This design comes from an exercise in tuning for small area and a short achievable clock period on the open sky130 flow, not from production work.
The RTL was checked by simulation tests, not by an equivalence proof against the original design.
Power figures rest on the tool's default switching activity, not on a simulated workload.

### design/flow/config.mk
export PLATFORM = sky130hd
export DESIGN_NAME = adc_scan_engine
export DESIGN_NICKNAME = adc_scan_engine
export VERILOG_FILES = /design/flow/design.v
export SDC_FILE = /design/flow/constraint.sdc
export NUM_CORES = 4
export LEC_CHECK = 0
export CAP_MARGIN = 20
export CORE_MARGIN = 2
export CORE_UTILIZATION = 55
export SETUP_SLACK_MARGIN = 3.1
export SLEW_MARGIN = 20
export SYNTH_HIERARCHICAL = 1
export SYNTH_MINIMUM_KEEP_SIZE = 0
### design/flow/constraint.sdc
create_clock -name core_clock -period 6.0 [get_ports {clk}]
set_input_delay 1.2000 -clock core_clock [delete_from_list [all_inputs] [get_ports {clk}]]
set_output_delay 1.2000 -clock core_clock [all_outputs]
set_load 0.01 [all_outputs]
### design/flow/design.v
module adc_scan_engine #(
    parameter [3:0] READALL_SCAN_MODE = 4'd3
) (
    input  wire        clk,
    input  wire        rst,           
    input  wire        req_valid,
    input  wire [15:0] req_word,
    output wire        req_ready,
    output wire        bus_cfg,       
    output wire        xfer_req,
    output wire [15:0] xfer_tx,
    input  wire        xfer_ack,
    input  wire [15:0] xfer_rx,
    input  wire [4:0]  slot_addr,
    output wire [15:0] slot_data,
    output wire [15:0] status,
    output wire [15:0] lastcmd
);
    localparam [2:0] ST_UNINIT  = 3'd0,
                     ST_INIT    = 3'd1,
                     ST_IDLE    = 3'd2,
                     ST_PRIMING = 3'd3,
                     ST_STEADY  = 3'd4;
    localparam [1:0] OP_INIT  = 2'd0,
                     OP_CHAN  = 2'd1,
                     OP_RANGE = 2'd2,
                     OP_ALL   = 2'd3;
    localparam [1:0] W_IN    = 2'd0,    
                     W_B1    = 2'd1,    
                     W_B2    = 2'd2,    
                     W_DEAD  = 2'd3;    
    reg  [2:0]  state;
    reg         xreq;         
    reg         t_init;       
    reg         t_sweep;      
    reg  [3:0]  t_chan;       
    reg         adv;          
    reg  [3:0]  x;            
    reg  [1:0]  w;            
    reg  [4:0]  idx;          
    reg  [4:0]  len;
    reg         ok;
    reg         hv;           
    reg  [11:0] hold;         
    reg  [2:0]  nrot;         
    reg  [11:0] rd_q;         
    reg  [383:0] ring;
    wire st_init   = (state == ST_INIT);
    wire st_prim   = (state == ST_PRIMING);
    wire st_steady = (state == ST_STEADY);
    wire busy      = state[0] | state[2];
    wire [1:0] req_op   = req_word[15:14];
    wire       req_rsvd = req_word[13];
    wire [4:0] req_n    = req_word[12:8];
    wire [7:0] req_a    = req_word[7:0];
    wire can_start = !req_rsvd &&
                     ((state == ST_IDLE) ||
                      (state == ST_UNINIT && req_op == OP_INIT));
    wire ready_n_rsvd;
    adc_scan_o31ai u_ready0 (
        .a1(state != ST_UNINIT), .a2(req_op[1]), .a3(req_op[0]),
        .b1(state != ST_IDLE),
        .y (ready_n_rsvd)
    );
    adc_scan_nor2b u_ready1 (.a(req_rsvd), .b_n(ready_n_rsvd), .y(req_ready));
    wire accept = req_valid && can_start;
    assign bus_cfg = st_init && !xreq;
    wire [3:0] a_clamped = req_a[7]           ? 4'd0  :
                           (req_a[6:4] != 0)  ? 4'd15 : req_a[3:0];
    wire [3:0] n_m1       = req_n[3:0] - 4'd1;
    wire [3:0] sweep_chan = (req_n == 5'd0) ? 4'd0  :
                            (req_n > 5'd16) ? 4'd15 : n_m1;
    wire [1:0] a_win = (req_a[7:4] == 4'b0000) ? W_IN :
                       (req_a[7:4] == 4'b1111) ? W_B1 :
                       (req_a[7:4] == 4'b1110) ? W_B2 : W_DEAD;
    wire [15:0] word = {t_init, 2'b00, t_sweep, !t_init, t_chan,
                        t_init, 3'b000, !t_init, !t_init, 1'b0};
    assign xfer_req = xreq;
    assign xfer_tx  = word;
    wire [3:0]  rx_tag     = xfer_rx[15:12];
    wire [11:0] rx_payload = xfer_rx[11:0];
    wire        match      = (w == W_IN) && (rx_tag == x);
    wire [11:0] validated  = match ? rx_payload : 12'd0;
    wire xfer_done = xreq && xfer_ack;
    wire [4:0] idx_p1    = idx + 5'd1;
    wire       last_slot = (idx_p1 == len);
    wire [3:0] x_p1 = x + 4'd1;
    wire [2:0] pdist  = idx[2:0] + nrot;
    wire       wr_now = hv && (pdist == 3'd1);
    wire       wr_nxt = hv && (pdist == 3'd2);
    wire       raise  = st_steady && !xreq && (wr_now || wr_nxt) && !last_slot;
    always @(posedge clk) begin
        if (rst) begin
            state <= ST_UNINIT;
            xreq  <= 1'b0;
            hv    <= 1'b0;
        end else begin
            case (state)
                ST_UNINIT, ST_IDLE: begin
                    if (accept) begin
                        state <= (req_op == OP_INIT) ? ST_INIT : ST_PRIMING;
                        xreq  <= (req_op != OP_INIT);
                    end
                end
                ST_INIT: begin
                    if (xfer_done) begin
                        state <= ST_IDLE;
                        xreq  <= 1'b0;
                    end else begin
                        xreq  <= 1'b1;
                    end
                end
                ST_PRIMING: begin
                    if (xfer_done) begin
                        if (len == 5'd0) begin
                            state <= ST_IDLE;
                            xreq  <= 1'b0;
                        end else begin
                            state <= ST_STEADY;
                        end
                    end
                end
                default: begin    
                    if (xfer_done) begin
                        hv   <= 1'b1;
                        xreq <= 1'b0;
                    end else if (raise) begin
                        xreq <= 1'b1;
                    end
                    if (wr_now) begin
                        if (!xfer_done)
                            hv <= 1'b0;
                        if (last_slot)
                            state <= ST_IDLE;
                    end
                end
            endcase
        end
    end
    always @(posedge clk) begin
        if (!busy) begin
            if (accept) begin
                t_init  <= (req_op == OP_INIT);
                t_sweep <= (req_op == OP_ALL);
                t_chan  <= (req_op == OP_INIT) ? 4'd0 :
                           (req_op == OP_ALL)  ? sweep_chan : a_clamped;
                adv     <= (req_op == OP_RANGE);
                x       <= (req_op == OP_ALL) ? 4'd15 : (req_a[3:0] - 4'd1);
                w       <= (req_op == OP_ALL) ? W_IN : a_win;
                idx     <= 5'd0;
                if (req_op != OP_INIT)
                    len <= (req_op == OP_CHAN) ? 5'd1 : req_n;
                if (req_op == OP_ALL)
                    ok  <= 1'b1;
            end
        end else begin
            if (xfer_done && !st_init) begin
                x <= x_p1;
                if (adv && st_prim && len != 5'd0)
                    t_chan <= x_p1 + 4'd1;
                if (st_steady) begin
                    hold <= validated;
                    if (t_sweep)
                        ok <= ok & match;
                    if (x == 4'd15)
                        w <= {w[1] == w[0], w[1] | !w[0]};
                end
            end
            if (adv && raise)
                t_chan <= x_p1;
            if (wr_now)
                idx <= idx_p1;
        end
    end
    always @(posedge clk) begin
        if (rst)
            nrot <= 3'd0;
        else
            nrot <= nrot - 3'd1;
    end
    genvar p;
    generate
        for (p = 0; p < 32; p = p + 1) begin : g_ring
            if (p % 8 == 0) begin : g_entry
                wire wr_here = wr_now && (idx[4:3] == p / 8);
                always @(posedge clk)
                    ring[12*p +: 12] <= wr_here ? hold : ring[12*(p+1) +: 12];
            end else begin : g_plain
                always @(posedge clk)
                    ring[12*p +: 12] <= ring[12*(p - p % 8 + (p % 8 + 1) % 8) +: 12];
            end
        end
    endgenerate
    wire [2:0] rd_p, rd_pos;
    wire [2:0] rd_g = slot_addr[2:0] & nrot;
    wire [2:0] rd_c = {rd_g[1] | (rd_p[1] & rd_g[0]), rd_g[0], 1'b0};
    genvar i;
    generate
        for (i = 0; i < 3; i = i + 1) begin : g_rdp
            adc_scan_xor2 u_p (.a(slot_addr[i]), .b(nrot[i]), .y(rd_p[i]));
            if (i == 0) begin : g_s0
                assign rd_pos[i] = rd_p[i];
            end else begin : g_s
                adc_scan_xor2 u_s (.a(rd_p[i]), .b(rd_c[i]), .y(rd_pos[i]));
            end
        end
    endgenerate
    wire [31:0] rd_sel;
    wire [11:0] rd_word;
    genvar b, k;
    generate
        for (p = 0; p < 32; p = p + 1) begin : g_sel
            assign rd_sel[p] = (slot_addr[4:3] == p / 8) && (rd_pos == p % 8);
        end
        for (b = 0; b < 12; b = b + 1) begin : g_rd
            wire [10:0] part_n;
            for (k = 0; k < 10; k = k + 1) begin : g_part
                adc_scan_aoi222 u_aoi (
                    .a (ring[12*(3*k) + b]),     .sa(rd_sel[3*k]),
                    .b (ring[12*(3*k+1) + b]),   .sb(rd_sel[3*k+1]),
                    .c (ring[12*(3*k+2) + b]),   .sc(rd_sel[3*k+2]),
                    .y (part_n[k])
                );
            end
            adc_scan_aoi22 u_aoi_last (
                .a (ring[12*30 + b]), .sa(rd_sel[30]),
                .b (ring[12*31 + b]), .sb(rd_sel[31]),
                .y (part_n[10])
            );
            assign rd_word[b] = ~&part_n;
        end
    endgenerate
    always @(posedge clk)
        rd_q <= rd_word;
    assign slot_data = {4'd0, rd_q};
    assign status    = {6'd0, len, ok, busy, state};
    assign lastcmd   = word;
endmodule
module adc_scan_aoi222 (
    input  wire a,
    input  wire sa,
    input  wire b,
    input  wire sb,
    input  wire c,
    input  wire sc,
    output wire y
);
    assign y = ~((a & sa) | (b & sb) | (c & sc));
endmodule
module adc_scan_aoi22 (
    input  wire a,
    input  wire sa,
    input  wire b,
    input  wire sb,
    output wire y
);
    assign y = ~((a & sa) | (b & sb));
endmodule
module adc_scan_xor2 (
    input  wire a,
    input  wire b,
    output wire y
);
    assign y = a ^ b;
endmodule
module adc_scan_o31ai (
    input  wire a1,
    input  wire a2,
    input  wire a3,
    input  wire b1,
    output wire y
);
    assign y = ~((a1 | a2 | a3) & b1);
endmodule
module adc_scan_nor2b (
    input  wire a,
    input  wire b_n,
    output wire y
);
    assign y = ~(a | ~b_n);
endmodule
### design/flow/flow/run.sh
#!/bin/bash
# Standard layout (standard.sh) with two changes:
#  - the port buffers are the smallest plain buffer; repair_design and
#    repair_timing resize them where needed;
#  - clock tree synthesis with larger sink clusters, clkbuf_8 buffers and no
#    dummy balancing loads.
set -e -o pipefail
export BUFFER_PORTS_ARGS="-buffer_cell sky130_fd_sc_hd__buf_1"
export CTS_ARGS="-sink_clustering_enable -repair_clock_nets -dont_use_dummy_load -buf_list sky130_fd_sc_hd__clkbuf_8 -sink_clustering_size 16 -sink_clustering_max_diameter 60"
bash standard.sh > standard.log 2>&1
### design/flow/standard.sh
#!/bin/bash
# synth_recipe.tcl (not shown) runs the flow's synth.tcl, then flattens the netlist and writes it again
# the make line also repeats each setting of config.mk as NAME=value (left out here)
make -C /OpenROAD-flow-scripts/flow DESIGN_CONFIG=/design/flow/config.mk WORK_HOME=/design/flow/orfs CLKGATE_MAP_FILE= SYNTH_SCRIPT=/design/flow/synth_recipe.tcl "${@:-finish}"
==> results_dict.tcl, run 1 <==
set metrics [dict create \
    grt_busiest_layer "met2" \
    relSlewSlack 0.4922 \
    cap_violations 0 \
    syn_to_final_growth_pct 12.24 \
    finalPower_w 0.004678 \
    rsz0062_at_grt "true" \
    worstSetupPathType "in -> out" \
    synthArstFlopShare 0 \
    fmax_mhz 336.3 \
    cp.required_ns 4.80 \
    drive_gt1_frac 0.1821 \
    p_switching_w 0.001074 \
    post-route-period-util 0.4956 \
    cts_tree "done" \
    die_h_um 159.8 \
    yosys_most_used_dff "dfxtp_1" \
    cts_made_buffers 34 \
    num_vias 8599 \
    maxSlewViolCount 0 \
    p_comb_frac 0.069 \
    grt_pass1_vias 8395 \
    cpMaxStageDelayCell "o31ai_4" \
    reg2regPathDepth 8 \
    setup_viol 0 \
    critPathCaptureType "output pin" \
    fin_crit_ns 2.974 \
    regArea_um2 9178 \
    hold_violations 0 \
    syn-cell-area_um2 13360 \
    rows 57 \
    ir_worst_vdd_mv 0.1892 \
    met2_usage 0.4065 \
    route.detailed.drc 0 \
    clockRootBuffer "clkbuf_8" \
    finalWirelength_um 32720 \
    drt-initial-drc-count 1104 \
    worstHoldEndpoint "ring[228]$_DFF_P_" \
    cp-start-kind "primary input" \
    grt_use_total 0.2474 \
    coreArea_um2 24110 \
    clock_sinks 440 \
    r2r-end "ring[101]$_DFF_P_" \
    initial_core_util 0.5541 \
    clkPwrFrac 0.293 \
    worstMarginPinSlew_ns 0.7593 \
    p_int_w 0.003604 \
    status "finished clean" \
    cp_max_fo 3 \
    avgSynthCellArea_um2 13.51 \
    dieArea_um2 25550 \
    antenna_cells 0 \
    path_cells "buf_8 > o31ai_4 > nor2b_4 > buf_6" \
    yosysTopAreaCell "dfxtp_1" \
    synth_seq_area_share 0.6864 \
    synth_edf_count 36 \
    synth-seq-cells 440 \
    final.setup_skew_ns 0.03553 \
    layout.nets 1162 \
    slowest_delay_ns 0.20 \
    seqPwrFrac 0.639 \
    grt_pass1_wl_um 48560 \
    final_common_cell "dfxtp_1" \
    r2r_slack_ns 3.31 \
    multi_input_area_um2 4177 \
    clk_path_buf_depth 3 \
    cp_top_family "buffers and inverters" \
    synthCells 989 \
    die_w_um 159.8 \
    htree_levels 2 \
    ant_nets 0 \
    grt_use_met3 0.03429 \
    powerDensity_nw_per_um2 312.0 \
    tns_ns 0 \
    antenna_found_initial 0 \
    ioPinCount 108 \
    power_leakage_nw 5.474 \
    grt_max_degree 17 \
    timing.rr.start "idx[0]$_SDFFCE_PP0P_" \
    drtPass1Iterations 9 \
    hold_start "ring[240]$_DFF_P_" \
    netlist.area_leader.share 0.6055 \
    place.gp.congestion 0.8655 \
    crit_buf_inv 2 \
    swShare 0.2295 \
    crit_arrival_ns 1.77 \
    yosys_warnings 7 \
    clk_pin_slew_ns 0.10 \
    grt_use_met1 0.3311 \
    finalCoreUtilization 0.6220 \
    clock_latency_ns 0.54 \
    final_cell_mix "dfxtp_1, a222oi_1, buf_1" \
    grt.overflow.total 0 \
    dp_hpwl_um 23290 \
    hold_depth 0 \
    io_buffers 85 \
    vias_per_cell 6.001 \
    synth_area_leaders "dfxtp_1, a222oi_1, edfxtp_1" \
    fillers 1994 \
    min_path_type "reg -> reg" \
    wire_per_inst_um 22.83 \
    netlist-cell-type-count 64 \
]
## registers in the layout, summed over array words and instances, names as in the netlist, 2 cells and up
| register | flops |
|---|---|
| ring | 384 |
| w | 2 |
| x | 4 |
| rd_q | 12 |
| state | 3 |
| idx | 5 |
| t_chan | 4 |
| hold | 12 |
| len | 5 |
| nrot | 3 |
## power groups by stage
stage	logic, W	clock network [W]	registers [W]
6_report	0.000322	0.00137	0.00299
5_1_grt	0.000343	0.00151	0.00299
4_1_cts	0.000276	0.00140	0.00299
3_5_place_dp	0.000222	0	0.00306
3_3_place_gp	0.000220	0	0.00306
2_1_floorplan	0.000166	0	0.00305
## worst max-delay path by stage
stage | from | endpoint | slack [ns] | cells after the start
5_1_grt | req_word[14] | req_ready | 3.02 | 4
4_1_cts | req_word[15] | req_ready | 3.03 | 4
6_report | req_word[14] | req_ready | 3.03 | 4
3_3_place_gp | slot_addr[1] | rd_q[4]$_DFF_P_ | 2.30 | 7
2_1_floorplan | slot_addr[1] | rd_q[0]$_DFF_P_ | 3.08 | 9
3_5_place_dp | slot_addr[1] | rd_q[10]$_DFF_P_ | 2.23 | 7
## cells by family after synthesis
group / Yosys count / synth area share
AO/OA/AOI/OAI: 180 / 0.1260
XOR/XNOR: 25 / 0.01976
adder cells (fa/ha/maj): 12 / 0.01143
buffers and inverters: 80 / 0.03569
flip-flops: 440 / 0.6864
multiplexers: 49 / 0.04121
other: 1 / 0.0002807
AND/OR/NAND/NOR: 202 / 0.07924
## worst reg2reg max path, stage by stage, from the launching register on
cell and delay, ns:
edfxtp_1 0.44, ha_1 0.17, inv_1 0.05, fa_1 0.36, xor3_2 0.26, and4_1 0.27
nand2_1 0.08, nor2_2 0.55, mux2_2 0.42
## cell usage after synthesis (all sizes together) (2+ instances only)
cell type  count
ha             9
a21boi         2
nor4           3
maj3           2
o31ai          3
and3           4
inv           22
mux2          48
xnor2         11
nor2b          4
nand3b         3
or3            6
nor3          11
and2          17
xor3           2
a311o          2
a211oi         3
nor3b          2
nand2         18
nand3         13
xor2          11
o2111ai        2
clkbuf         9
nor2          69
nand4         42
a22oi         17
a21oi          3
o211ai         2
a222oi       120
buf           48
o21ai         16
a31oi          4
nand2b         3
dfxtp        404
edfxtp        36
## routing by layer
layer,vias to the layer above,share of wire
li1,3970,-
met1,4223,0.43
met2,324,0.47
met3,82,0.059
met4,0,0.041
met5,-,0
## metrics by stage
step | std cells | hold slack (ns) | instance area, um^2 | setup WS [ns]
after floorplan | 1010 | 0.3305 | 13540 | 3.081
after global placement | 1365 | 0.3321 | 13910 | 2.301
after detailed placement | 1365 | 0.3363 | 13920 | 2.228
after CTS | 1420 | 0.3469 | 14760 | 3.026
after global routing | 1433 | 0.3494 | 14990 | 3.023
final | 1433 | 0.3470 | 14990 | 3.026
## cell type report
type | instances | area share
flip-flops and latches | 440 | 0.6121
multi-input cells | 493 | 0.2786
clock buffers | 34 | 0.03121
well taps | 324 | 0.02704
repair buffers | 119 | 0.04506
inverters | 23 | 0.006009
## per-module statistics from Yosys (local to each module, per instance)
module / cells inside / copies in the design / flip-flops and latches / cell area (um^2)
adc_scan_nor2b: 1 / 1 / 0 / 13.76
adc_scan_engine: 850 / 1 / 440 / 11940
adc_scan_aoi222: 1 / 120 / 0 / 10.01
adc_scan_o31ai: 1 / 1 / 0 / 12.51
adc_scan_aoi22: 1 / 12 / 0 / 12.51
adc_scan_xor2: 1 / 5 / 0 / 8.758
## repair_timing
item                                    in CTS  in global routing
resized for setup                           47                 34
buffers inserted                            21                 10
pin swaps                                   12                 22
endpoints found under the setup margin      15                 26
hold buffers                                 0                  0
cloned                                       0                  3
==> run 2, diff against run 1 <==
--- a/design/flow/config.mk
+++ b/design/flow/config.mk
@@ -7,8 +7,8 @@
 export LEC_CHECK = 0
 export CAP_MARGIN = 20
 export CORE_MARGIN = 2
-export CORE_UTILIZATION = 55
-export SETUP_SLACK_MARGIN = 3.1
+export CORE_UTILIZATION = 45
+export SETUP_SLACK_MARGIN = 3.2
 export SLEW_MARGIN = 20
 export SYNTH_HIERARCHICAL = 1
 export SYNTH_MINIMUM_KEEP_SIZE = 0
==> run 2 against run 1 <==
Net effect: highest routed layer unchanged; clock-buffer cell count unchanged; still clean on timing, DRC and antenna; critical path depth unchanged; wire length up 4.6%; clock skew up 0.024 ns.
==> results_dict.tcl, run 2 <==
set metrics [dict create \
    min_path_type "reg -> reg" \
    tns_ns 0 \
    drtPass1Iterations 8 \
    final_cell_mix "dfxtp_1, a222oi_1, buf_1" \
    finalWirelength_um 34210 \
    htree_levels 2 \
    cp_max_fo 2 \
    die_w_um 176.3 \
    clock_latency_ns 0.57 \
    setup_viol 0 \
    ioPinCount 108 \
    synthArstFlopShare 0 \
    holdBufCountCts 0 \
    grt_use_total 0.2161 \
    maxSlewViolCount 0 \
    final.setup_skew_ns 0.05960 \
    final_cell_area_um2 15070 \
    worstMarginPinSlew_ns 1.009 \
    num_vias 8661 \
    grt.overflow.total 0 \
    yosys_most_used_dff "dfxtp_1" \
    place.gp.congestion 0.8874 \
    cp-start-kind "primary input" \
    layout.nets 1164 \
    synth_most_common_cell "dfxtp_1" \
    pre_cts_ws_ns 2.093 \
    yosys_warnings 7 \
    synthCells 989 \
    dp_hpwl_um 23290 \
    layout_setup_ws_ns 3.032 \
    fin_crit_ns 2.968 \
    synth-seq-cells 440 \
    route.detailed.drc 0 \
    synth_simple_gate_area_share 0.07924 \
    cts_made_buffers 34 \
    ant_nets 0 \
    synth_top_family_by_area "compound AO/OA/AOI/OAI gates" \
    grt_max_degree 17 \
    wire_per_inst_um 22.79 \
    post_synth_most_frequent_cells "dfxtp_1, a222oi_1, nor2_1" \
    antenna_cells 0 \
    power_leakage_nw 5.507 \
    io_buffers 85 \
    worstSetupPathType "in -> out" \
    drive_gt1_frac 0.1782 \
    antenna_found_initial 0 \
    placed_area_um2 14040 \
    yosysTopAreaCell "dfxtp_1" \
    dieArea_um2 31080 \
    fmax_mhz 336.9 \
    syn_to_final_growth_pct 12.82 \
    largest_register_ff_count 384 \
    relSlewSlack 0.3239 \
    cts_tree "done" \
    grt_pass1_wl_um 50510 \
    synth-compound-area-share 0.1260 \
    critPathCaptureType "output pin" \
    hold_violations 0 \
    syn-cell-area_um2 13360 \
    ir_worst_vdd_mv 0.1935 \
    cap_violations 0 \
    coreArea_um2 29400 \
    clk_path_buf_depth 3 \
    netlist-cell-type-count 64 \
    drt-initial-drc-count 1118 \
    powerDensity_nw_per_um2 309.8 \
    clockRootBuffer "clkbuf_8" \
    synth_seq_area_share 0.6864 \
    vias_per_cell 5.770 \
    synth_edf_count 36 \
    synth_xor_area_frac 0.01976 \
    reg_top3 "ring x384, hold x12, rd_q x12" \
    post-route-period-util 0.4947 \
    netlist.area_leader.share 0.6055 \
    grt_pass1_vias 8612 \
    synth_area_leaders "dfxtp_1, a222oi_1, edfxtp_1" \
    synth_mux_area_frac 0.04121 \
    clk_pin_slew_ns 0.10 \
    synth_adder_area_share 0.01143 \
    largest-register "ring" \
    cp.required_ns 4.80 \
    rows 63 \
    status "finished clean" \
    initial_core_util 0.4543 \
    final_common_cell "dfxtp_1" \
    rsz0062_at_grt "true" \
    crit_arrival_ns 1.77 \
    avgSynthCellArea_um2 13.51 \
    clock_sinks 440 \
    die_h_um 176.3 \
]
==> run 2: cell counts after synthesis <==
Identical to the previous run, type by type.
==> run 2: area by class of cell <==
type                    instances  area [um^2]
fillers                      2530        14330
flip-flops and latches        440         9178
multi-input cells             491         4113
repair buffers                123        734.5
well taps                     390        488.0
clock buffers                  34        467.9
inverters                      23        90.09
==> run 2: cell families after synthesis <==
logic type / after synthesis
mux: 49
other cells: 1
xor+xnor: 25
simple gates: 202
fa+ha+maj: 12
buf+inv: 80
flops: 440
compound gates: 180
==> run 2: worst paths after layout <==
| kind | from | endpoint | slack (ns) | depth (start not counted) |
|---|---|---|---|---|
| max | req_word[15] | req_ready | 3.03 | 4 |
| min | ring[81]$_DFF_P_ | ring[69]$_DFF_P_ | 0.31 | 0 |
| max reg2reg | idx[0]$_SDFFCE_PP0P_ | t_chan[1]$_DFFE_PP_ | 3.40 | 8 |
| min reg2reg | ring[81]$_DFF_P_ | ring[69]$_DFF_P_ | 0.31 | 0 |
==> run 2: per-layer routing <==
metal | up-vias | track usage | wire, um
met5 | - | 0 | 0
met4 | 0 | 0.1067 | 1558
li1 | 3968 | - | -
met1 | 4264 | 0.2734 | 14080
met3 | 102 | 0.03165 | 1900
met2 | 327 | 0.3629 | 16670
==> run 2: per-module statistics from Yosys (local to each module, per instance) <==
module,cells inside,times used
adc_scan_aoi22,1,12
adc_scan_xor2,1,5
adc_scan_nor2b,1,1
adc_scan_aoi222,1,120
adc_scan_engine,850,1
adc_scan_o31ai,1,1
==> run 2: power by group <==
group	switching, W	internal [W]	total, W
Sequential	0.0000167	0.00297	0.00299
Combinational	0.000196	0.000113	0.000309
Clock	0.000860	0.000512	0.00137
==> run 2: timing repair <==
| item | 4_1_cts | 5_1_grt |
|---|---|---|
| cloned | 0 | 1 |
| pin swaps | 23 | 27 |
| buffers inserted | 20 | 10 |
| gates resized for setup | 46 | 20 |
| hold endpoints to repair | 0 | 0 |
| endpoints found under the setup margin | 27 | 28 |
==> run 2: worst max-delay path: stages <==
cell     delay (ns)
buf_8          0.10
o31ai_4        0.20
nor2b_4        0.17
buf_6          0.10
==> run 2: through the flow <==
stage | power (W) | util | hold slack (ns) | std cells
after floorplan | 0.003216 | - | 0.3305 | 1010
after global placement | 0.003283 | 0.4773 | 0.3320 | 1436
after detailed placement | 0.003286 | 0.4775 | 0.3371 | 1436
after CTS | 0.004672 | 0.5067 | 0.3086 | 1490
after global routing | 0.004841 | 0.5126 | 0.3210 | 1501
final | 0.004669 | 0.5126 | 0.3087 | 1501
==> run 3, diff against run 2 <==
==> design/flow/flow/run.sh (replaced) <==
#!/bin/bash
# Standard layout (standard.sh) with two changes:
#  - the port buffers are the smallest plain buffer; repair_design and
#    repair_timing resize them where needed;
#  - clock tree synthesis with larger sink clusters, clkbuf_4 and clkbuf_8 buffers and no
#    dummy balancing loads.
set -e -o pipefail
export BUFFER_PORTS_ARGS="-buffer_cell sky130_fd_sc_hd__buf_1"
export CTS_ARGS='-sink_clustering_enable -repair_clock_nets -dont_use_dummy_load -buf_list {sky130_fd_sc_hd__clkbuf_4 sky130_fd_sc_hd__clkbuf_8} -sink_clustering_size 12 -sink_clustering_max_diameter 50'
bash standard.sh > standard.log 2>&1
--- a/design/flow/config.mk
+++ b/design/flow/config.mk
@@ -7,7 +7,7 @@
 export LEC_CHECK = 0
 export CAP_MARGIN = 20
 export CORE_MARGIN = 2
-export CORE_UTILIZATION = 45
+export CORE_UTILIZATION = 55
 export SETUP_SLACK_MARGIN = 3.2
 export SLEW_MARGIN = 20
 export SYNTH_HIERARCHICAL = 1
==> run 3 against run 2 <==
Net effect: final area up 1.0%; clock power increased by 13%; die area fell by 18%; via count grew 0.59%; wire length down 3.7%; register-to-register slack worse by 0.02 ns; sequential share of layout area shrank 0.59 points.
==> results_dict.tcl, run 3 <==
set metrics [dict create \
    place.gp.congestion 0.8671 \
    synth-seq-cells 440 \
    powerDensity_nw_per_um2 319.5 \
    min_path_type "reg -> reg" \
    cp_max_fo 2 \
    drtPass1Iterations 13 \
    yosys_warnings 7 \
    wire_per_inst_um 22.77 \
    hold_depth 0 \
    synth_most_common_cell "dfxtp_1" \
    antenna_cells 0 \
    vias_per_cell 6.021 \
    cp-start-kind "primary input" \
    r2r-end "t_chan[1]$_DFFE_PP_" \
    tns_ns 0 \
    drive_gt1_frac 0.2004 \
    dp_hpwl_um 23490 \
    finalWirelength_um 32950 \
    hold_start "ring[287]$_DFF_P_" \
    die_w_um 159.8 \
    route.detailed.drc 0 \
    clock_latency_ns 0.55 \
    status "finished clean" \
    coreArea_um2 24110 \
    fin_crit_ns 2.976 \
    holdBufCountCts 0 \
    initial_core_util 0.5541 \
    syn_to_final_growth_pct 13.96 \
    grt_pass1_vias 8365 \
    die_h_um 159.8 \
    largest-register "ring" \
    avgSynthCellArea_um2 13.51 \
    ant_nets 0 \
    cts_made_buffers 45 \
    grt.overflow.total 0 \
    setup_viol 0 \
    grt_pass1_wl_um 48810 \
    path_cells "buf_8 > o31ai_4 > nor2b_4 > buf_6" \
    hold_violations 0 \
    clk_pin_slew_ns 0.08 \
    cts_tree "done" \
    post-route-period-util 0.4960 \
    critPathCaptureType "output pin" \
    rsz0062_at_grt "true" \
    cp.required_ns 4.80 \
    cap_violations 0 \
    final.setup_skew_ns 0.03153 \
    synth_edf_count 36 \
    clockRootBuffer "clkbuf_8" \
    reg2regPathDepth 8 \
    final_common_cell "dfxtp_1" \
    rows 57 \
    drt-initial-drc-count 1116 \
    synth_seq_area_share 0.6864 \
    grt_max_degree 17 \
    power_leakage_nw 5.590 \
    num_vias 8712 \
    relSlewSlack 0.4825 \
    hold_ws_ns 0.3153 \
    r2r_slack_ns 3.38 \
    timing.rr.start "nrot[0]$_SDFF_PP0_" \
    crit_arrival_ns 1.78 \
    largest_register_ff_count 384 \
    worstHoldEndpoint "ring[275]$_DFF_P_" \
    yosys_most_used_dff "dfxtp_1" \
    ir_worst_vdd_mv 0.1630 \
    netlist-cell-type-count 64 \
    netlist.area_leader.share 0.6055 \
    final_cell_mix "dfxtp_1, a222oi_1, buf_1" \
    fmax_mhz 336.0 \
    layout.nets 1176 \
    dieArea_um2 25550 \
    cpMaxStageDelayCell "o31ai_4" \
    syn-cell-area_um2 13360 \
    worstSetupPathType "in -> out" \
    reg_top3 "ring x384, hold x12, rd_q x12" \
    maxSlewViolCount 0 \
    htree_levels 2 \
    io_buffers 85 \
    grt_use_total 0.2517 \
    yosysTopAreaCell "dfxtp_1" \
    ioPinCount 108 \
    synthCells 989 \
    post_synth_most_frequent_cells "dfxtp_1, a222oi_1, nor2_1" \
    clock_sinks 440 \
    worstMarginPinSlew_ns 0.7744 \
    antenna_found_initial 0 \
    clk_path_buf_depth 3 \
    synth_area_leaders "dfxtp_1, a222oi_1, edfxtp_1" \
    slowest_delay_ns 0.20 \
    synthArstFlopShare 0 \
]
run 3: layout make-up:
type / instances / area, um^2
Clock buffer: 45 / 619.3
Fill cell: 1934 / 8884
Inverter: 23 / 90.09
Multi-Input combinational cell: 493 / 4215
Sequential cell: 440 / 9180
Tap cell: 324 / 405.4
Timing Repair Buffer: 122 / 711.9
run 3: worst max path at each step:
stage	from	cells past startpoint	to	slack (ns)
final	req_word[15]	4	req_ready	3.02
after global placement	slot_addr[1]	9	rd_q[11]$_DFF_P_	2.28
after detailed placement	slot_addr[1]	9	rd_q[11]$_DFF_P_	2.26
after floorplan	slot_addr[1]	9	rd_q[0]$_DFF_P_	3.08
after global routing	req_word[15]	4	req_ready	3.01
after CTS	req_word[15]	4	req_ready	3.02
run 3: stage by stage:
step           utilization  power, W  cells  area [um^2]  setup WS, ns
2_1_floorplan            -  0.003216   1010        13550         3.081
3_3_place_gp        0.5769  0.003274   1364        13910         2.283
3_5_place_dp        0.5769  0.003275   1364        13910         2.257
4_1_cts             0.6230  0.004869   1435        15020         3.023
5_1_grt             0.6315  0.005043   1447        15220         3.013
6_report            0.6315  0.004864   1447        15220         3.024
run 3: cell families after synthesis:
| family | Yosys count | synth area share |
|---|---|---|
| xor+xnor | 25 | 0.01976 |
| buf+inv | 80 | 0.03569 |
| compound gates | 180 | 0.1260 |
| mux | 49 | 0.04121 |
| flops | 440 | 0.6864 |
| simple gates | 202 | 0.07924 |
| fa+ha+maj | 12 | 0.01143 |
| other cells | 1 | 0.0002807 |
run 3: where the power goes:
part	internal, W	leakage (nW)	switching [W]
sequential	0.00297	3.61	0.0000183
clock	0.000668	0.324	0.000882
combinational	0.000123	1.66	0.000203
total	0.00376	5.59	0.00110
run 3: metal layers:
layer,global-route usage,vias to the layer above,part of all wire
met2,0.4229,309,0.48
met5,0,-,0
met1,0.3244,4314,0.42
li1,-,4015,-
met3,0.04078,74,0.058
met4,0.1081,0,0.036
run 3: critical path, delay by kind of cell:
kind            cells  cell delay (ns)
simple gates        1             0.17
buf+inv             2             0.20
compound gates      1             0.20
run 3: Yosys stat by module (local to each module, per instance):
module / cells / copies in the design / area [um^2]
adc_scan_engine: 850 / 1 / 11940
adc_scan_nor2b: 1 / 1 / 13.76
adc_scan_aoi22: 1 / 12 / 12.51
adc_scan_o31ai: 1 / 1 / 12.51
adc_scan_aoi222: 1 / 120 / 10.01
adc_scan_xor2: 1 / 5 / 8.758
run 3: what timing repair did:
item / in CTS / in global routing
cloned: 3 / 0
gates resized for setup: 68 / 27
setup endpoints to repair: 38 / 16
setup buffers: 23 / 12
pin swaps: 27 / 36
==> run 4, diff against run 3 <==
--- a/design/flow/design.v
+++ b/design/flow/design.v
@@ -53,17 +53,10 @@
     wire       req_rsvd = req_word[13];
     wire [4:0] req_n    = req_word[12:8];
     wire [7:0] req_a    = req_word[7:0];
-    wire can_start = !req_rsvd &&
-                     ((state == ST_IDLE) ||
-                      (state == ST_UNINIT && req_op == OP_INIT));
-    wire ready_n_rsvd;
-    adc_scan_o31ai u_ready0 (
-        .a1(state != ST_UNINIT), .a2(req_op[1]), .a3(req_op[0]),
-        .b1(state != ST_IDLE),
-        .y (ready_n_rsvd)
-    );
-    adc_scan_nor2b u_ready1 (.a(req_rsvd), .b_n(ready_n_rsvd), .y(req_ready));
-    wire accept = req_valid && can_start;
+    assign req_ready = !req_rsvd &&
+                       ((state == ST_IDLE) ||
+                        (state == ST_UNINIT && req_op == OP_INIT));
+    wire accept = req_valid && req_ready;
     assign bus_cfg = st_init && !xreq;
     wire [3:0] a_clamped = req_a[7]           ? 4'd0  :
                            (req_a[6:4] != 0)  ? 4'd15 : req_a[3:0];
@@ -263,19 +256,3 @@
 );
     assign y = a ^ b;
 endmodule
-module adc_scan_o31ai (
-    input  wire a1,
-    input  wire a2,
-    input  wire a3,
-    input  wire b1,
-    output wire y
-);
-    assign y = ~((a1 | a2 | a3) & b1);
-endmodule
-module adc_scan_nor2b (
-    input  wire a,
-    input  wire b_n,
-    output wire y
-);
-    assign y = ~(a | ~b_n);
-endmodule
==> design/flow/flow/run.sh (replaced) <==
#!/bin/bash
# Standard layout (standard.sh) with two changes:
#  - the port buffers are the smallest plain buffer; repair_design and
#    repair_timing resize them where needed;
#  - clock tree synthesis with larger sink clusters, clkbuf_8 buffers and no
#    dummy balancing loads.
set -e -o pipefail
export BUFFER_PORTS_ARGS="-buffer_cell sky130_fd_sc_hd__buf_1"
export CTS_ARGS="-sink_clustering_enable -repair_clock_nets -dont_use_dummy_load -buf_list sky130_fd_sc_hd__clkbuf_8 -sink_clustering_size 16 -sink_clustering_max_diameter 60"
bash standard.sh > standard.log 2>&1
==> run 4 against run 3 <==
Net effect: worst setup slack got worse by 0.021 ns; final area fell by 1.3%; die area rose by 0.24%; synthesized area rose by 0.24%; core utilization fell by 0.82 points; clock skew rose by 0.026 ns; power fell by 4.2%; largest cell class unchanged; worst hold slack improved by 0.016 ns; via count fell by 1.0%; global-route usage rose by 1.4 points; wire length rose by 6.6%; clock power fell by 11%.
==> results_dict.tcl, run 4 <==
set metrics [dict create \
    status "finished clean" \
    clkPwrFrac 0.296 \
    dieArea_um2 25610 \
    cp-start-kind "primary input" \
    netlist-cell-type-count 66 \
    synth-seq-cells 440 \
    hold_violations 0 \
    final_common_cell "dfxtp_1" \
    yosysTopAreaCell "dfxtp_1" \
    fin_crit_ns 2.997 \
    largest-register "ring" \
    grt_pass1_wl_um 50810 \
    wire_per_inst_um 24.48 \
    drt-initial-drc-count 1291 \
    grt_max_degree 17 \
    synth_simple_gate_area_share 0.07681 \
    htree_levels 2 \
    synth_edf_count 36 \
    grt_use_total 0.2662 \
    drtPass1Iterations 9 \
    vias_per_cell 6.009 \
    power_leakage_nw 5.530 \
    powerDensity_nw_per_um2 310.3 \
    grt_pass1_vias 8418 \
    yosys_most_used_dff "dfxtp_1" \
    relSlewSlack 0.3092 \
    coreArea_um2 24110 \
    p_comb_frac 0.066 \
    seqPwrFrac 0.639 \
    ir_worst_vdd_mv 0.1700 \
    final_cell_mix "dfxtp_1, a222oi_1, buf_1" \
    min_path_type "reg -> reg" \
    layout.nets 1164 \
    setup_viol 0 \
    largest_register_ff_count 384 \
    antenna_cells 0 \
    critPathCaptureType "flip-flop" \
    post_synth_most_frequent_cells "dfxtp_1, a222oi_1, nor2_1" \
    num_vias 8623 \
    drive_gt1_frac 0.1845 \
    finalPower_w 0.004661 \
    post-route-period-util 0.4996 \
    reg_top3 "ring x384, hold x12, rd_q x12" \
    ioPinCount 108 \
    ant_nets 0 \
    finalWirelength_um 35130 \
    synth_area_leaders "dfxtp_1, a222oi_1, edfxtp_1" \
    synthCells 982 \
    initial_core_util 0.5555 \
    syn-cell-area_um2 13390 \
    cap_violations 0 \
    fillers 1979 \
    io_buffers 85 \
    maxSlewViolCount 0 \
    clockRootBuffer "clkbuf_8" \
    route.detailed.drc 0 \
    synth_top_family_by_area "compound AO/OA/AOI/OAI gates" \
    dp_hpwl_um 23710 \
    yosys_warnings 7 \
    synth_adder_area_share 0.01065 \
    crit_arrival_ns 3.39 \
    antenna_found_initial 0 \
    clk_pin_slew_ns 0.10 \
    die_h_um 160.0 \
    synth_xor_area_frac 0.02336 \
    tns_ns 0 \
    netlist.area_leader.share 0.6040 \
    final.setup_skew_ns 0.05727 \
    p_switching_w 0.001071 \
    synth_seq_area_share 0.6847 \
    fmax_mhz 333.6 \
    avgSynthCellArea_um2 13.64 \
    cp_max_fo 6 \
    rows 57 \
    clock_latency_ns 0.55 \
    clock_sinks 440 \
    synth_mux_area_frac 0.04224 \
    worstSetupPathType "in -> reg" \
    syn_to_final_growth_pct 12.20 \
    cts_made_buffers 34 \
    die_w_um 160.0 \
    worstMarginPinSlew_ns 1.025 \
    synth-compound-area-share 0.1270 \
    grt.overflow.total 0 \
    rsz0062_at_grt "true" \
    cts_tree "done" \
    swShare 0.2298 \
    synthArstFlopShare 0 \
    p_int_w 0.003590 \
    synth_most_common_cell "dfxtp_1" \
    place.gp.congestion 0.8252 \
    cp.required_ns 6.40 \
    finalCoreUtilization 0.6233 \
    clk_path_buf_depth 3 \
]
run 4: cell types whose count changed in the layout (fill, tap and decap cells not counted), moves of 3 or more:
cell      before  now
clkbuf_8      45   34
a21oi_1        3    8
nand3b_1       3    6
dfxtp_4        3    0
nor2_1        28   35
nand4_1       42   39
buf_4         28   32
nor2_4        33   27
nor2_2        11    6
nand2_1       15   12
xor2_1         6    9
run 4: kinds of logic after synthesis:
kind of cell / count (synthesis)
fa+ha+maj: 11
compound gates: 183
buf+inv: 76
flops: 440
xor+xnor: 28
other cells: 1
simple gates: 193
mux: 50
run 4: worst paths after layout:
kind,startpoint,depth (start not counted),endpoint,slack [ns]
worst max-delay path,slot_addr[1],12,rd_q[1]$_DFF_P_,3.00
worst min-delay path,ring[274]$_DFF_P_,0,ring[262]$_DFF_P_,0.33
worst max register to register,idx[0]$_SDFFCE_PP0P_,9,t_chan[3]$_DFFE_PP_,3.31
worst min register to register,ring[274]$_DFF_P_,0,ring[262]$_DFF_P_,0.33
run 4: power groups by stage:
stage | Sequential [W] | Clock [W] | Combinational [W]
2_1_floorplan | 0.00304 | 0 | 0.000161
3_3_place_gp | 0.00304 | 0 | 0.000219
3_5_place_dp | 0.00304 | 0 | 0.000223
4_1_cts | 0.00298 | 0.00140 | 0.000263
5_1_grt | 0.00298 | 0.00152 | 0.000324
6_report | 0.00298 | 0.00138 | 0.000306
run 4: modules after synthesis, one instance, submodules excluded:
module	cell area [um^2]	cells	flip-flops and latches	copies in the design
adc_scan_xor2	8.758	1	0	5
adc_scan_aoi22	12.51	1	0	12
adc_scan_engine	12000	845	440	1
adc_scan_aoi222	10.01	1	0	120
run 4: critical path, cell delays in order:
cell and delay (ns):
buf_8 0.10, xor2_2 0.16, a22o_1 0.26, xor2_4 0.20
nor2_1 0.08, nand2_2 0.14, nor2_2 0.10, buf_6 0.19
a222oi_1 0.55, nand4_1 0.17, nor2_1 0.13, nand4_1 0.09
run 4: metrics by stage:
stage	area, um^2	setup WS [ns]	instances	hold WS [ns]
3_3_place_gp	14000	2.077	1366	0.3324
6_report	15020	3.003	1435	0.3314
5_1_grt	15020	2.925	1435	0.3347
4_1_cts	14740	3.024	1415	0.3255
3_5_place_dp	14010	2.156	1366	0.3360
2_1_floorplan	13590	3.077	1003	0.3305
run 4: routing by layer:
| metal | GRT usage | vias up | wire (um) |
|---|---|---|---|
| li1 | - | 3952 | - |
| met1 | 0.3241 | 4211 | 13430 |
| met2 | 0.4740 | 369 | 17920 |
| met3 | 0.03532 | 91 | 2224 |
| met4 | 0.1163 | 0 | 1560 |
| met5 | 0 | - | 0 |
run 4: area by class of cell:
cell class                 count  area [um^2]  area share
multi-input combinational    488         4144      0.2758
inverter                      21        82.58    0.005496
clock buffer                  34        467.9     0.03115
tap                          324        405.4     0.02698
timing repair buffer         128        753.2     0.05013
sequential                   440         9171      0.6104
run 4: what timing repair did:
| item | CTS | global route |
|---|---|---|
| hold buffers | 0 | 0 |
| pin swaps | 23 | 20 |
| setup endpoints to repair | 32 | 28 |
| cloned | 1 | 1 |
| gates resized for setup | 36 | 27 |
| setup buffers | 14 | 19 |
==> run 5, diff against run 4 <==
--- a/design/flow/config.mk
+++ b/design/flow/config.mk
@@ -8,7 +8,7 @@
 export CAP_MARGIN = 20
 export CORE_MARGIN = 2
 export CORE_UTILIZATION = 55
-export SETUP_SLACK_MARGIN = 3.2
+export SETUP_SLACK_MARGIN = 3.1
 export SLEW_MARGIN = 20
 export SYNTH_HIERARCHICAL = 1
 export SYNTH_MINIMUM_KEEP_SIZE = 0
==> run 5 against run 4 <==
Net effect: still clean on timing, DRC and antenna; critical path depth decreased by 1; power decreased by 0.23%; first-iteration DRC count decreased by 8.7%; maximum frequency decreased by 2.6%; highest routed layer unchanged.
==> results_dict.tcl, run 5 <==
set metrics [dict create \
    maxSlewViolCount 0 \
    min_path_type "reg -> reg" \
    route.detailed.drc 0 \
    timing.rr.start "idx[0]$_SDFFCE_PP0P_" \
    ir_worst_vdd_mv 0.1862 \
    post-route-period-util 0.5129 \
    htree_levels 2 \
    setup_viol 0 \
    syn_to_final_growth_pct 11.78 \
    worstHoldEndpoint "ring[180]$_DFF_P_" \
    cap_violations 0 \
    r2r-end "ring[299]$_DFF_P_" \
    fin_crit_ns 3.077 \
    cp_max_fo 7 \
    clk_pin_slew_ns 0.09 \
    clk_path_buf_depth 3 \
    reg2regPathDepth 7 \
    yosys_warnings 7 \
    clockRootBuffer "clkbuf_8" \
    dp_hpwl_um 23620 \
    synthArstFlopShare 0 \
    largest_register_ff_count 384 \
    drt-initial-drc-count 1179 \
    drtPass1Iterations 10 \
    antenna_found_initial 1 \
    antenna_cells 0 \
    dieArea_um2 25610 \
    cpMaxStageDelayCell "a222oi_1" \
    worstMarginPinSlew_ns 0.9424 \
    path_cells "buf_8 > xor2_2 > a22o_1 > xor2_2 > nand3b_1 > nor2_4 > buf_12 > a222oi_1 > nand4_1 > nor2_1 > nand4_1" \
    final_cell_mix "dfxtp_1, a222oi_1, buf_1" \
    grt_pass1_vias 8469 \
    powerDensity_nw_per_um2 310.7 \
    initial_core_util 0.5555 \
    netlist-cell-type-count 66 \
    grt_pass1_wl_um 51870 \
    drive_gt1_frac 0.1757 \
    yosysTopAreaCell "dfxtp_1" \
    io_buffers 85 \
    ioPinCount 108 \
    largest-register "ring" \
    hold_violations 0 \
    synth_mux_area_frac 0.04224 \
    tns_ns 0 \
    layout.nets 1163 \
    fmax_mhz 324.9 \
    synth-compound-area-share 0.1270 \
    finalWirelength_um 35330 \
    power_leakage_nw 5.539 \
    finalNonFillerCells 1434 \
    yosys_most_used_dff "dfxtp_1" \
    synth_top_family_by_area "compound AO/OA/AOI/OAI gates" \
    worstSetupPathType "in -> reg" \
    die_w_um 160.0 \
    grt.overflow.total 0 \
    place.gp.congestion 0.8405 \
    cts_made_buffers 35 \
    reg_top3 "ring x384, hold x12, rd_q x12" \
    final.setup_skew_ns 0.07730 \
    synth_edf_count 36 \
    cp.required_ns 6.42 \
    hold_depth 0 \
    cp_top_family "compound AO/OA/AOI/OAI gates" \
    synthCells 982 \
    wire_per_inst_um 24.64 \
    grt_max_degree 17 \
    cp-start-kind "primary input" \
    slowest_delay_ns 0.59 \
    finalCoreUtilization 0.6209 \
    synth_adder_area_share 0.01065 \
    synth_most_common_cell "dfxtp_1" \
    relSlewSlack 0.3651 \
    pre_cts_ws_ns 2.164 \
    grt_use_total 0.2730 \
    layout_setup_ws_ns 2.923 \
    synth_xor_area_frac 0.02336 \
    hold_start "ring[96]$_DFF_P_" \
    avgSynthCellArea_um2 13.64 \
    crit_arrival_ns 3.50 \
    critPathCaptureType "flip-flop" \
    coreArea_um2 24110 \
    clock_latency_ns 0.56 \
    synth_area_leaders "dfxtp_1, a222oi_1, edfxtp_1" \
    synth_seq_area_share 0.6847 \
    post_synth_most_frequent_cells "dfxtp_1, a222oi_1, nor2_1" \
    vias_per_cell 6.045 \
    status "finished clean" \
    crit_buf_inv 2 \
    synth_simple_gate_area_share 0.07681 \
    synth-seq-cells 440 \
    clock_sinks 440 \
    cts_tree "done" \
    syn-cell-area_um2 13390 \
    rsz0062_at_grt "true" \
    r2r_slack_ns 3.29 \
    num_vias 8668 \
    die_h_um 160.0 \
    final_common_cell "dfxtp_1" \
    startpoint "slot_addr[1]" \
    netlist.area_leader.share 0.6040 \
    dp.cells 1369 \
    ant_nets 0 \
    rows 57 \
]
==> run 5: cell counts after synthesis <==
Identical to the previous run, type by type.
==> run 5: routing by layer <==
metal / wire length [um] / up-vias / share of wire / GRT usage
met5: 0 / - / 0 / 0
met4: 1693 / 0 / 0.048 / 0.1233
met3: 2495 / 84 / 0.071 / 0.04545
met2: 17820 / 350 / 0.50 / 0.4815
met1: 13320 / 4288 / 0.38 / 0.3287
li1: - / 3946 / - / -
==> run 5: layout make-up <==
| cell class | count | area (um^2) |
|---|---|---|
| clock buffer | 35 | 481.7 |
| timing repair buffer | 127 | 758.2 |
| tap | 324 | 405.4 |
| multi-input combinational | 487 | 4070 |
| sequential | 440 | 9170 |
| inverter | 21 | 82.58 |
| fill | 1953 | 9138 |
==> run 5: kinds of logic after synthesis <==
logic type               count (synthesis)
buffers and inverters                   76
other                                    1
AO/OA/AOI/OAI                          183
XOR/XNOR                                28
flip-flops                             440
adder cells (fa/ha/maj)                 11
AND/OR/NAND/NOR                        193
multiplexers                            50
==> run 5: report_power, final <==
group          total [W]  switching [W]  internal (W)
Clock            0.00139       0.000865      0.000526
Sequential       0.00298      0.0000108       0.00297
Combinational   0.000284       0.000182      0.000101
==> run 5: metrics by stage <==
| stage | hold WS [ns] | area (um^2) | power [W] |
|---|---|---|---|
| finish | 0.3282 | 14970 | 0.004651 |
| global route | 0.3176 | 14970 | 0.004810 |
| CTS | 0.3231 | 14860 | 0.004667 |
| detailed placement | 0.3355 | 14030 | 0.003270 |
| global placement | 0.3327 | 14020 | 0.003267 |
| floorplan | 0.3305 | 13580 | 0.003202 |
==> run 5: per-module statistics from Yosys (local to each module, per instance) <==
module,cell area [um^2],cells
adc_scan_aoi222,10.01,1
adc_scan_xor2,8.758,1
adc_scan_engine,12000,845
adc_scan_aoi22,12.51,1
==> run 5: what timing repair did <==
| action | in CTS | in global routing |
|---|---|---|
| buffers inserted | 22 | 6 |
| cloned | 2 | 0 |
| hold buffers | 0 | 0 |
| endpoints found under the setup margin | 19 | 27 |
| resized for setup | 26 | 19 |
| pin swaps | 21 | 30 |
==> run 5: how the worst max path moves through the flow <==
stage	endpoint	slack [ns]	depth (start not counted)
floorplan	rd_q[0]$_DFF_P_	3.08	9
global placement	rd_q[1]$_DFF_P_	2.16	10
detailed placement	rd_q[7]$_DFF_P_	2.16	9
CTS	req_ready	3.00	5
global route	rd_q[7]$_DFF_P_	2.89	11
finish	rd_q[8]$_DFF_P_	2.92	11

[what the ideal ports hide]
In the flow no input, the clock included, has a driving cell. The finished layouts below were timed again as built, in two steps. Step 1 (the two cells are an assumption about what drives the block):
set clk [get_ports {clk}]
set_driving_cell -lib_cell sky130_fd_sc_hd__clkbuf_16 $clk
set_driving_cell -lib_cell sky130_fd_sc_hd__buf_2 [delete_from_list [all_inputs] $clk]
Step 2, shift: input delay + t, output delay - t, t = (earliest + latest rising clock arrival at the registers) / 2. This alone moves slack from input paths to output paths. Three values: ideal ports, drivers, drivers and shift; two values: the first two.
run | shift t [ns] | setup slack, ns | slew at the worst register clock pin (ns) | pins driven straight from the clock port
run 1 | 0.567 | 3.026 / 2.987 / 2.551 | 0.10 / 0.10 | 1
run 2 | 0.575 | 3.032 / 2.978 / 2.525 | 0.10 / 0.10 | 1
run 3 | 0.582 | 3.024 / 2.985 / 2.518 | 0.08 / 0.08 | 1
run 4 | 0.570 | 3.003 / 3.009 / 2.439 | 0.10 / 0.10 | 1
run 5 | 0.568 | 2.923 / 2.932 / 2.365 | 0.10 / 0.10 | 1
After both steps every run listed still meets setup and hold. The setup slack of run 4, which loses most, moves by +0.006 ns with the drivers and by -0.564 ns with both steps.
